Background: an optimization exercise with open tools, aiming at a short achievable clock period and few clock cycles per item. Do not read the settings as production practice. RTL that was checked went through simulation tests only; none was proved equivalent to the original. Power and IR drop assume default switching activity.

## exp/cedar
// u2v2_framer
module u2v2_framer (
    input  wire        clk,
    input  wire        rst,           
    input  wire        rd_req,
    input  wire        rd_cancel,
    output wire        busy,
    output wire        out_valid,
    output wire [63:0] out_payload,
    output wire        in_ready,
    input  wire        in_valid,
    input  wire [7:0]  in_data
);
Size in the first run: roughly 750 cells after synthesis, about 180 flip-flops, ~80 I/O pins, roughly 0.0074 mm2 of cells after synthesis.
clock: 9.0 ns
lec_check: 0
abc_clock_period_in_ps: 100
cap_margin: 20
core_margin: 2
core_utilization: 50
place_density: 0.65
setup_slack_margin: 5
slew_margin: 20
run.sh (not shown) runs the stock make flow with config.mk's settings and CLKGATE_MAP_FILE= SYNTH_SCRIPT=/design/flow/synth_recipe.tcl, a recipe that flattens the netlist after the stock synthesis.
diff inputs: exp/cedar => exp/xenon
Settings: ABC_CLOCK_PERIOD_IN_PS now 3500, was 100.
Sum of met2 wire segment lengths after detailed routing across exp/cedar and exp/xenon: no real change.
Least setup slack across all paths after layout came out exactly the same in exp/cedar and exp/xenon.
Register share of the cell area: exp/cedar vs exp/xenon, no meaningful difference
Final cell count came out exactly the same in exp/cedar and exp/xenon.
From exp/cedar to exp/xenon the numbers moved as follows: final wirelength barely changed; maximum VDD drop comparable.
As far as delay of the slowest cell on the worst path is concerned, exp/cedar and exp/xenon perform about the same.
Per the comparison of exp/xenon with exp/cedar, static leakage ~0 delta; clock insertion delay at the later pin of the skew report ~0 delta.
No run of this note included a check of the RTL's function; only the layout flow was run.

* * *

Setup of job 8422:
Another version of the RTL of u2v2_framer (not shown whole).
For scale: ~180 flip-flops, about 80 I/O pins.
clock: 9.0 ns
lec_check: 0
abc_clock_period_in_ps: 3500
cap_margin: 20
core_margin: 2
core_utilization: 50
place_density: 0.65
setup_slack_margin: 5
slew_margin: 20
standard.sh (not shown) runs the stock make flow with config.mk's settings and CLKGATE_MAP_FILE= SYNTH_SCRIPT=/design/flow/synth_recipe.tcl, a recipe that flattens the netlist after the stock synthesis.
==> flow/flow/run.sh <==
#!/bin/bash
# Standard ORFS layout (the standard.sh, standard synthesis unchanged) with a
# stricter timing-repair target, free cell resizing, and a post-floorplan hook
# (remap.tcl) that gives the in_ready port a gate of its own.
# Clock, SDC and all constraints are the design's.
set -euo pipefail
here="$(cd "$(dirname "$0")" && pwd)"
bash standard.sh SETUP_SLACK_MARGIN="${MARGIN:-5.6}" MATCH_CELL_FOOTPRINT=0 \
  POST_FLOORPLAN_TCL="$here/remap.tcl" finish > standard_make.log 2>&1
==> flow/flow/remap.tcl <==
# Post-floorplan hook: give the in_ready port a gate of its own,
#   in_ready = rdy_q & ~rd_cancel
# so that the gate drives only the port's buffer; the synthesized gate keeps
# driving the internal logic. Same function, one extra cell.
set block [ord::get_db_block]

set ir [$block findNet in_ready]
set drivers {}
foreach it [$ir getITerms] {
  if {[$it isOutputSignal]} { lappend drivers $it }
}
if {[llength $drivers] != 1} { error "in_ready has [llength $drivers] drivers" }
set drv [lindex $drivers 0]
set drv_inst [$drv getInst]
# move the internal loads of in_ready to a net of their own
set inner [odb::dbNet_create $block ir_inner]
foreach it [$ir getITerms] {
  if {$it != $drv} { $it disconnect; $it connect $inner }
}
$drv disconnect
$drv connect $inner

set m [[ord::get_db] findMaster sky130_fd_sc_hd__nor2b_4]
set inst [odb::dbInst_create $block $m ir_gate]
[$inst findITerm A] connect [$block findNet rd_cancel]
[$inst findITerm B_N] connect [$block findNet rdy_q]
[$inst findITerm Y] connect $ir
puts "remap: in_ready gate split"
Job 8422 finished all stages; the layout is clean.
Testbench counts of job 8422, summed over its fixed seeds: cycles 17,366, items 960.
diff inputs: job 8422 => job 8332
==> flow/flow/run.sh <==
#!/bin/bash
# Standard ORFS layout (the standard.sh, standard synthesis unchanged) with a
# stricter timing-repair target and free cell resizing. Clock, SDC and all
# constraints are the design's; only how hard repair_timing works changes.
set -euo pipefail
bash standard.sh SETUP_SLACK_MARGIN="${MARGIN:-5.6}" MATCH_CELL_FOOTPRINT=0 finish > standard_make.log 2>&1
removed: flow/flow/remap.tcl
--- outcome ---
Job 8422 has a higher fraction of area in registers than job 8332. Final critical-path required period (job 8332 over job 8422): increase, 0.015 ns. ~same placed cell count in job 8332 and job 8422. Area: job 8332 vs job 8422 -> job 8332 larger. Critical path's slowest cell = sky130_fd_sc_hd__buf_8: job 8422; critical path's slowest cell = sky130_fd_sc_hd__nor2b_4: job 8332. [compare] base=job 8422 new=job 8332: minimum hold slack held steady; via count grew by about 1.4%; global routing usage on met2 grew by 1.0 points.

## static timing again, ports no longer ideal
How much do the figures lean on ideal ports? The routed layouts below were timed once more, with nothing changed but the port constraints. Step 1: set_driving_cell puts a clkbuf_16 on clk and a buf_2 on each other input, an assumption about the parent block. Step 2 adds t to the input delays and takes it off the output delays; t is the mean of the earliest and latest rising clock arrival at the registers after step 1. Input paths then give back, and output paths get back, about the clock's delay inside the block. Slacks: no drivers / after step 1 / after step 2; pairs: no drivers / after step 1.
run	shift t [ns]	slack for setup (ns)	worst register clock-pin slew, ns
exp/cedar	0.466	4.294 / 4.249 / 4.072	0.07 / 0.07
exp/xenon	0.466	4.294 / 4.249 / 4.072	0.07 / 0.07
job 8422	0.461	5.103 / 5.062 / 5.062	0.07 / 0.07
job 8332	0.465	5.088 / 5.049 / 5.049	0.07 / 0.07
After both steps setup and hold are still met in every run listed.
